Context: an optimization exercise on an open-source flow, tuned for small area, a short achievable clock period and few clock cycles. The choices shown serve that exercise and are no tape-out recipe. No functional check of the RTL was part of any run shown here. No activity file was given, so power comes from the tool's default toggle rates.

## flow/design.v (module list and top-level ports; edited modules follow where they fit)
// module barker_xcorr: 879 lines
// module fa: 10 lines
// module ha: 9 lines
module barker_xcorr (
    input  wire               clk,
    input  wire               rst,           
    input  wire [3:0]         cfg_hdr,       
    input  wire [1:0]         cfg_mod,       
    input  wire [17:0]        cfg_trig,      
    input  wire [15:0]        cfg_hitcap,    
    input  wire               in_valid,
    output reg                in_ready,
    input  wire               in_last,
    input  wire signed [7:0]  in_re,
    input  wire signed [7:0]  in_im,
    output reg                hr_valid,
    output wire [16:0]        hr_idx,
    output reg  signed [17:0] hr_val,
    output reg                hi_valid,
    output wire [16:0]        hi_idx,
    output reg  signed [17:0] hi_val,
    output reg                done,
    output wire [15:0]        nhr,
    output wire [15:0]        nhi,
    output wire               hitovf,
    output reg                desync
);
  // ...
==> flow/flow/run.sh <==
#!/bin/bash
# Standard ORFS layout (standard synthesis) with: port buffers of buf_2;
# a clock tree of larger clusters without dummy loads; repair_timing aiming
# for extra setup slack so that the achieved period is short.
set -euo pipefail
bash standard.sh SETUP_SLACK_MARGIN=16.5 'BUFFER_PORTS_ARGS=-buffer_cell sky130_fd_sc_hd__buf_2' \
  'CTS_ARGS=-sink_clustering_enable -repair_clock_nets -sink_clustering_size 30 -sink_clustering_max_diameter 300 -sink_clustering_levels 2 -buf_list sky130_fd_sc_hd__clkbuf_16 -sink_buffer_max_cap_derate 1.0 -dont_use_dummy_load' \
  finish > standard_flow.log 2>&1
==> flow/standard.sh <==
#!/bin/bash
# synth_recipe.tcl (not shown) runs the flow's synth.tcl, then flattens the netlist and writes it again
# the make line also repeats each setting of config.mk as NAME=value (left out here)
make -C /OpenROAD-flow-scripts/flow DESIGN_CONFIG=/design/flow/config.mk WORK_HOME=/design/flow/orfs CLKGATE_MAP_FILE= SYNTH_SCRIPT=/design/flow/synth_recipe.tcl "${@:-finish}"
==> flow/config.mk <==
export PLATFORM = sky130hd
export DESIGN_NAME = barker_xcorr
export DESIGN_NICKNAME = barker_xcorr
export VERILOG_FILES = /design/flow/design.v
export SDC_FILE = /design/flow/constraint.sdc
export NUM_CORES = 4
export LEC_CHECK = 0
export CAP_MARGIN = 20
export CORE_MARGIN = 2
export CORE_UTILIZATION = 60
export SLEW_MARGIN = 20
export SYNTH_HIERARCHICAL = 1
==> flow/constraint.sdc <==
create_clock -name core_clock -period 22.0 [get_ports {clk}]
set_input_delay 4.4000 -clock core_clock [delete_from_list [all_inputs] [get_ports {clk}]]
set_output_delay 4.4000 -clock core_clock [all_outputs]
set_load 0.01 [all_outputs]
==> impl_metrics.tcl, run 1 <==
set metrics [dict create \
    gp_congestion 0.8578 \
    numPortBuffers 165 \
    synth_top_family_by_area "adder cells" \
    reg.largest.list "rim x104, rre x104" \
    post-place-ws_ns 15.83 \
    ys.flop_type "dfxtp_1" \
    drc 0 \
    finalHoldViolCount 0 \
    buf_share 0.05364 \
    rrSetupSlack_ns 16.70 \
    critPathMaxStageDelay_ns 0.52 \
    synth_xor_area_frac 0.1054 \
    cp-endpoint "trig_m1[10]" \
    timing.rr.end "s_im[10]" \
    crit_top_cell "or4_4" \
    die_area_um2 35420 \
    cp_max_fo 3 \
    largest_class "multi-input gates" \
    clockPowerShare 0.133 \
    total_power_w 0.002692 \
    outcome "no timing/DRC/antenna violations" \
    p_seq_w 0.000929 \
    core_um2 33450 \
    vias 11990 \
    n_antenna_cell 0 \
    tap_cells 448 \
    first_pass_iters 4 \
    yosysTopAreaCellShare 0.3924 \
    sh_seq_area 0.3605 \
    yosysSeqAreaShare 0.3954 \
    io_pins 168 \
    multi_input_area_share 0.5310 \
]
==> run 2: changes to the inputs <==
--- a/flow/design.v
+++ b/flow/design.v
@@ -21,31 +21,29 @@
     output wire [15:0]        nhi,
     output wire               hitovf,
     output reg                desync
 );
     integer k;
     genvar  g;
     reg        is13, is11, h3;
     reg        mod0, mod2;
-    reg [15:0] trig_m1;        
-    reg        trig_big;       
-    reg        trig_zero;      
+    reg [15:0] trig_q;         
+    reg        trig_big;
     reg        capnz;          
     reg [3:0]  z_last;         
     always @(posedge clk) begin
         is13   <= cfg_hdr[3] & cfg_hdr[2];
         is11   <= !cfg_hdr[2];
         h3     <= cfg_hdr[3];
         z_last <= {cfg_hdr[3], !cfg_hdr[3], cfg_hdr[3] & cfg_hdr[2], 1'b1};    
         mod0   <= (cfg_mod == 2'd0);
         mod2   <= cfg_mod[1];
-        trig_m1   <= cfg_trig[15:0] - 16'd1;
-        trig_big  <= |cfg_trig[17:16];
-        trig_zero <= ~|cfg_trig;
+        trig_q   <= cfg_trig[15:0];
+        trig_big <= |cfg_trig[17:16];
         capnz  <= |cfg_hitcap;
     end
     reg [7:0] rre [0:12];
     reg [7:0] rim [0:12];
     reg        inframe;    
     reg        tail;       
     reg [3:0]  z;          
     reg [3:0]  r;          
@@ -787,20 +785,20 @@
     assign cim_164 = cim_92 ^ cim_147;
     assign cim_165 = cim_94 ^ cim_135;
     assign cim_166 = cim_96 ^ cim_149;
     assign cim_167 = cim_98 ^ cim_127;
     assign c_im = {cim_167, cim_166, cim_165, cim_164, cim_163, cim_162, cim_161, cim_160, cim_159, cim_158, cim_157, cim_156, cim_155, cim_154, cim_153, cim_68, cim_34};
     function hit;
         input [15:0] c;
         input sgn;
-        input [15:0] tm;
+        input [15:0] t;
         reg [16:0] d;
         begin
-            d = {1'b0, c ^ {16{sgn}}} + {1'b0, ~tm} + {16'd0, sgn};
+            d = {1'b0, c ^ {16{sgn}}} + {1'b0, ~t} + {16'd0, sgn} + 17'd1;
             hit = d[16];
         end
     endfunction
     reg [16:0] cq_re, cq_im;
     reg        v3, fin3, first3;
     always @(posedge clk) begin
         cq_re <= c_re;
         cq_im <= c_im;
@@ -809,18 +807,18 @@
             fin3   <= 1'b0;
             first3 <= 1'b0;
         end else begin
             v3     <= v2;
             fin3   <= v2 & fin2;
             first3 <= first2;
         end
     end
-    wire trig_re = !trig_big & (trig_zero | hit(cq_re[15:0], cq_re[16], trig_m1));
-    wire trig_im = !trig_big & (trig_zero | hit(cq_im[15:0], cq_im[16], trig_m1));
+    wire trig_re = !trig_big & hit(cq_re[15:0], cq_re[16], trig_q);
+    wire trig_im = !trig_big & hit(cq_im[15:0], cq_im[16], trig_q);
     reg  [15:0] cnt_r, cnt_i;
     reg         room_r, room_i;    
     reg         ovf;
     reg  [16:0] idx;
     wire        clr    = v3 & first3;
     wire [15:0] base_r = clr ? 16'd0 : cnt_r;
     wire [15:0] base_i = clr ? 16'd0 : cnt_i;
     wire [15:0] inc_r, inc_i;
==> run 2 against run 1 <==
Net effect:
- total power up 3.2%
- sequential cell count decreased by 1
- setup slack improved by 0.17 ns
- synthesized cell count is 0.23% lower
- die area up 1.0%
- utilization up 0.34 points
- clock-buffer cell count stayed put
- clock skew is essentially flat
- critical path type is now flip-flop to primary output
- largest power group unchanged
==> impl_metrics.tcl, run 2 <==
set metrics [dict create \
    wl_per_cell_um 16.38 \
    first_pass_iters 4 \
    rrSetupSlack_ns 16.70 \
    finalHoldViolCount 0 \
    layout_common_cells "dfxtp_1 (391), fa_1 (206), ha_1 (193), buf_2 (165), xnor2_1 (126)" \
    critPathLaunchType "flip-flop" \
    mostFrequentLayoutCell "dfxtp_1" \
    p_switching_w 0.001083 \
    cts.sinks 400 \
    cts_buffers 17 \
    via_per_inst 5.156 \
    tritoncts "done" \
    combPwrFrac 0.538 \
    slew_viol_final 0 \
    multi_input_area_um2 12090 \
    start_util 0.6118 \
    required_ns 17.60 \
    critPathKind "flip-flop to primary output" \
    final_core_util 0.6728 \
    arrival_ns 1.03 \
    async_flop_share 0 \
    synth_top_area_cell "dfxtp_1" \
    nFillCells 2659 \
    outcome "no timing/DRC/antenna violations" \
    path_cells "buf_2" \
    endpoint_kind "primary output" \
    syn_avg_cell_area_um2 11.80 \
    slew_headroom 0.3005 \
    synth_common_cells "dfxtp_1 (398), fa_1 (210), ha_1 (196)" \
    post-place-cells 2292 \
    reg.largest.list "rim x104, rre x104" \
    drt_iter0_drc 373 \
    die_area_um2 35770 \
    ys.flop_type "dfxtp_1" \
    setup_violations 0 \
    crit_buf_inv 1 \
    ir_drop_mv 0.07832 \
    seq_area_um2 8044 \
    nets 2353 \
    syn_area_um2 20560 \
    total_power_w 0.002778 \
    routed_wirelength_um 38230 \
    worstSkewPairLatency_ns 0.54 \
    seqPwrFrac 0.334 \
    post-route-period-util 0.2470 \
    drv_cap 0 \
    grt_start_max_net_pins 78 \
    grt_pass1_vias 12500 \
    cts_max_path_buffers 3 \
    powerDensity_nw_per_um2 122.8 \
    synth_cell_type_count 56 \
    tns_ns 0 \
    yosysSeqAreaShare 0.3904 \
    yosysTopAreaCellShare 0.3874 \
    critPathMaxStageDelay_ns 0.36 \
    gp_congestion 0.8977 \
    die_x_um 189.1 \
    p_leak_nw 10.38 \
    io_pins 168 \
    antenna_found_initial 0 \
    worstMarginPinSlew_ns 1.048 \
    post-synth-top-count-cell "dfxtp_1" \
    drive_gt1_frac 0.1358 \
    finClkSkew_ns 0.04878 \
    h-tree-depth 1 \
    p_int_w 0.001695 \
    yosys_warnings 11 \
    syn_inst 1743 \
    finalNonFillerCells 2333 \
    cp_top_family "flip-flops" \
    clockPowerShare 0.128 \
    p_sw_frac 0.3898 \
    die_h_um 189.1 \
    rsz0062_at_grt "yes" \
    hold_class "flip-flop to flip-flop" \
    synth-edff-count 2 \
    drc 0 \
    grt_pass1_wl_um 62320 \
    rows 67 \
    max_freq_ghz 0.1840 \
    track_usage 0.2164 \
    whs_ns 0.2996 \
    cp_max_fo 3 \
    n_antenna_cell 0 \
    fin_crit_ns 5.435 \
    cts_root_buffer "clkbuf_16" \
    vias 12030 \
    critPathSlowestCell "dfxtp_1" \
    core_um2 33620 \
    postRouteAntennaNets 0 \
    synth_nets 2209 \
    grt-ovfl-total 0 \
    clkTransAtPathRegs_ns 0.12 \
    area_growth_pct 9.984 \
    dpl.hpwl_um 28420 \
    numPortBuffers 165 \
    ys_ff_latch 400 \
    synth_area_leaders "dfxtp_1 (39%), fa_1 (20%), ha_1 (12%), xnor2_1 (5.6%), xor2_1 (4.0%)" \
]
[run 2: cell types whose count changed in the layout (fill, tap and decap cells not counted), moves of 5 or more]
cell / previous run / this run
xor3_1: 1 / 6
ha_1: 165 / 193
a21oi_1: 47 / 53
nor2_1: 109 / 99
o21ai_1: 3 / 8
xor2_1: 136 / 91
xnor2_1: 95 / 126
nor4_1: 13 / 7
[run 2: cells by family after synthesis]
kind of cell	count (synthesis)	share of synthesized area
AO/OA/AOI/OAI	141	0.04253
XOR/XNOR	233	0.1036
adder cells (fa/ha/maj)	406	0.3237
buffers and inverters	139	0.02933
flip-flops	400	0.3904
multiplexers	23	0.01119
AND/OR/NAND/NOR	401	0.09929
[run 2: per-layer routing]
layer	GRT usage	part of all wire
met1	0.3038	0.47
met2	0.3639	0.47
met3	0.02113	0.033
met4	0.05319	0.028
met5	0	0
[run 2: final cells by class]
type,count,area share
Multi-Input combinational cell,1204,0.5346
Sequential cell,400,0.3556
Timing Repair Buffer,198,0.05521
Tap cell,448,0.02478
Clock buffer,17,0.01881
Inverter,66,0.01095
[run 2: worst paths after layout]
path	start	endpoint	cells after the start
setup / recovery	cnt_r[0]	nhr[0]	1
hold / removal	rim[3][3]	rim[4][3]	0
setup reg to reg	z_last[1]	s_im[11]	18
hold reg to reg	rim[3][3]	rim[4][3]	0
[run 2: modules after synthesis, one instance, submodules excluded]
module	flops+latches	cells inside	copies in the design	cell area (um^2)
barker_xcorr	400	1442	1	15240
fa	0	1	208	20.02
ha	0	1	93	12.51
[run 2: metrics by stage]
stage	setup slack [ns]	instance area, um^2
after CTS	16.50	22270
after floorplan	16.51	20590
after detailed placement	15.80	21680
after global placement	15.85	21680
final	16.57	22620
after global routing	16.44	22620
[run 2: timing repair]
action                     CTS  global route
pin swaps                    0            10
hold buffers                 0             0
setup buffers                4            16
setup endpoints to repair   11             9
resized for setup           18            35
gates cloned                 1             3
[run 2: power by group through the flow]
stage                     sequential (W)  clock (W)  combinational (W)
final                           0.000927   0.000356            0.00150
after detailed placement        0.000947          0            0.00146
after CTS                       0.000929   0.000369            0.00149
after global placement          0.000945          0            0.00143
after global routing            0.000941   0.000394            0.00174
after floorplan                 0.000925          0            0.00113
==> run 3: changes to the inputs <==
--- a/flow/config.mk
+++ b/flow/config.mk
@@ -10,2 +10,3 @@
 export CORE_UTILIZATION = 60
+export PLACE_DENSITY = 0.8
 export SLEW_MARGIN = 20
==> run 3 against run 2 <==
Net effect:
- sequential power about the same
- clock skew up 0.0038 ns
- non-clock buffer count down 6
- register-to-register slack worse by 0.03 ns
- setup slack worse by 0.024 ns
- combinational power about the same
- highest routed layer unchanged
==> impl_metrics.tcl, run 3 <==
set metrics [dict create \
    dpl.hpwl_um 29080 \
    via_per_inst 5.238 \
    io_pins 168 \
    async_flop_share 0 \
    synth_common_cells "dfxtp_1 (398), fa_1 (210), ha_1 (196)" \
    grt_pass1_wl_um 63120 \
    synth_cell_type_count 56 \
    wl_per_cell_um 16.89 \
    start_util 0.6118 \
    syn_inst 1743 \
    fin_crit_ns 5.459 \
    rr_startpoint "z_last[1]" \
    final_core_util 0.6721 \
    reg.largest.list "rim x104, rre x104" \
    synth_area_leaders "dfxtp_1 (39%), fa_1 (20%), ha_1 (12%), xnor2_1 (5.6%), xor2_1 (4.0%)" \
    critPathLaunchType "flip-flop" \
    worstMarginPinSlew_ns 1.087 \
    die_area_um2 35770 \
    outcome "no timing/DRC/antenna violations" \
    first_pass_iters 4 \
    crit_buf_inv 1 \
    timing.rr.end "s_im[10]" \
    rrSetupSlack_ns 16.67 \
    hold_start "rim[9][6]" \
    ys.flop_type "dfxtp_1" \
    placed_area_um2 21660 \
    hold_end "rim[10][6]" \
    arrival_ns 1.06 \
    max_freq_ghz 0.1832 \
    setup_violations 0 \
    slew_headroom 0.2736 \
    drv_cap 0 \
    critPathKind "flip-flop to primary output" \
    drt_iter0_drc 466 \
    slew_viol_final 0 \
    rsz0062_at_grt "yes" \
    worstSkewPairLatency_ns 0.53 \
    n_antenna_cell 0 \
    numPortBuffers 165 \
    p_leak_nw 10.34 \
    required_ns 17.60 \
    post-synth-top-count-cell "dfxtp_1" \
    finClkSkew_ns 0.05255 \
    nets 2347 \
    finalNonFillerCells 2327 \
    synth-edff-count 2 \
    total_power_w 0.002792 \
    ir_drop_mv 0.1048 \
    cp_top_family "flip-flops" \
    die_x_um 189.1 \
    h-tree-depth 1 \
    critPathMaxStageDelay_ns 0.40 \
    endpoint_kind "primary output" \
    grt_start_max_net_pins 78 \
    die_h_um 189.1 \
    ys_ff_latch 400 \
    core_um2 33620 \
    tns_ns 0 \
    cts.sinks 400 \
    vias 12190 \
    cts_root_buffer "clkbuf_16" \
    yosys_warnings 11 \
    rows 67 \
    postRouteAntennaNets 0 \
    path_depth 1 \
    cts_max_path_buffers 3 \
    antenna_found_initial 0 \
    gp_congestion 0.8933 \
    critPathSlowestCell "dfxtp_1" \
    post-place-cells 2290 \
    hold_depth 0 \
    drive_gt1_frac 0.1362 \
    routed_wirelength_um 39300 \
    drc 0 \
    grt_pass1_vias 13010 \
    layout_common_cells "dfxtp_1 (393), fa_1 (205), ha_1 (192), buf_2 (166), xnor2_1 (124)" \
    cp_max_fo 3 \
    yosysTopAreaCellShare 0.3874 \
    hold_class "flip-flop to flip-flop" \
    clkTransAtPathRegs_ns 0.12 \
    grt-ovfl-total 0 \
    post-route-period-util 0.2481 \
    mostFrequentLayoutCell "dfxtp_1" \
    synth_top_area_cell "dfxtp_1" \
    powerDensity_nw_per_um2 123.6 \
    area_growth_pct 9.857 \
    worst_r2r_path_depth 18 \
    cts_buffers 17 \
    syn_area_um2 20560 \
    finalHoldViolCount 0 \
    synth_nets 2209 \
    path_cells "buf_2" \
    stdcell_area_um2 22590 \
    cts-hold-fix-buffers 0 \
    tritoncts "done" \
    syn_avg_cell_area_um2 11.80 \
    yosysSeqAreaShare 0.3904 \
    track_usage 0.2179 \
]
run 3: cell types whose count changed in the layout (fill, tap and decap cells not counted), moves of 2 or more:
cell / delta
dfxtp_2: -3
xor2_2: +4
buf_4: -6
dfxtp_1: +2
xnor2_2: +2
xor2_1: -3
xnor2_1: -2
a21boi_1: +2
a21boi_0: -2
run 3: per-module statistics from Yosys, one instance, submodules excluded:
module,area (um^2),flip-flops and latches,cells
barker_xcorr,15240,400,1442
fa,20.02,0,1
ha,12.51,0,1
run 3: area by class of cell:
cell class	count	area, um^2
inverters	66	247.7
flip-flops and latches	400	8044
clock buffers	17	425.4
repair buffers	192	1179
multi-input cells	1204	12140
fillers	2465	11020
well taps	448	560.5
run 3: kinds of logic (layout without fill, tap and decap cells):
logic type	after synthesis	after routing	synth area share
multiplexers	23	23	0.01119
AO/OA/AOI/OAI	141	141	0.04253
flip-flops	400	400	0.3904
buffers and inverters	139	275	0.02933
adder cells (fa/ha/maj)	406	406	0.3237
AND/OR/NAND/NOR	401	401	0.09929
XOR/XNOR	233	233	0.1036
run 3: routing by layer:
| layer | GRT usage | vias to the layer above | share of wire |
|---|---|---|---|
| li1 | - | 5913 | - |
| met2 | 0.3842 | 271 | 0.50 |
| met4 | 0.06731 | 0 | 0.031 |
| met5 | 0 | - | 0 |
| met3 | 0.02298 | 68 | 0.039 |
| met1 | 0.2834 | 5937 | 0.43 |
run 3: how the worst max path moves through the flow:
stage	end	startpoint	slack [ns]
global placement	s_im[11]	z_last[1]	15.68
finish	nhr[1]	cnt_r[1]	16.54
floorplan	s_im[11]	z_last[1]	16.51
CTS	s_im[11]	z_last[1]	16.50
detailed placement	s_im[11]	z_last[1]	15.49
global route	s_im[11]	z_last[1]	16.42
run 3: per-stage QoR:
stage               worst slack [ns]  hold WS [ns]
floorplan                      16.51        0.3236
global placement               15.68        0.3264
detailed placement             15.49        0.3293
CTS                            16.50        0.2864
global route                   16.42        0.2982
finish                         16.54        0.2858
run 3: what timing repair did:
| item | in CTS | in global routing |
|---|---|---|
| gates resized for setup | 21 | 41 |
| endpoints found under the setup margin | 14 | 8 |
| endpoints found under the hold margin | 0 | 0 |
| pin swaps | 3 | 19 |
| buffers inserted | 7 | 10 |
| gates cloned | 1 | 2 |
run 3: report_power, final:
part / internal, W / switching, W
clock network: 0.000140 / 0.000212
logic: 0.000715 / 0.000798
registers: 0.000839 / 0.0000885
total: 0.00169 / 0.00110

static timing again, ports no longer ideal:
The flow's constraints put no driver on any port. The routed layouts listed below were extracted and timed again, unchanged, in two steps.
Step 1 assumes that a clkbuf_16 drives the clock port and a buf_2 every other input.
Step 2 adds t to the input delays and takes it off the output delays; t is the mean of the earliest and latest rising clock arrival at the registers after step 1. Input paths then give back, and output paths get back, about the clock's delay inside the block.
Three values: ideal, step 1, step 2; two values: the first two.
run | t, ns | setup WS [ns] | hold slack, ns | latest minus earliest clock arrival (ns) | cell pins on the clock port's net
run 1 | 0.571 | 16.391 / 16.413 / 15.842 | 0.287 / 0.287 / 0.287 | 0.049 / 0.049 | 1
run 2 | 0.568 | 16.565 / 16.515 / 16.160 | 0.300 / 0.300 / 0.300 | 0.054 / 0.055 | 1
run 3 | 0.556 | 16.541 / 16.489 / 16.206 | 0.286 / 0.286 / 0.286 | 0.056 / 0.056 | 1
After both steps every run listed still meets setup and hold. For run 1, which loses most, drivers alone change the setup slack by +0.022 ns; drivers and shift together by -0.549 ns.
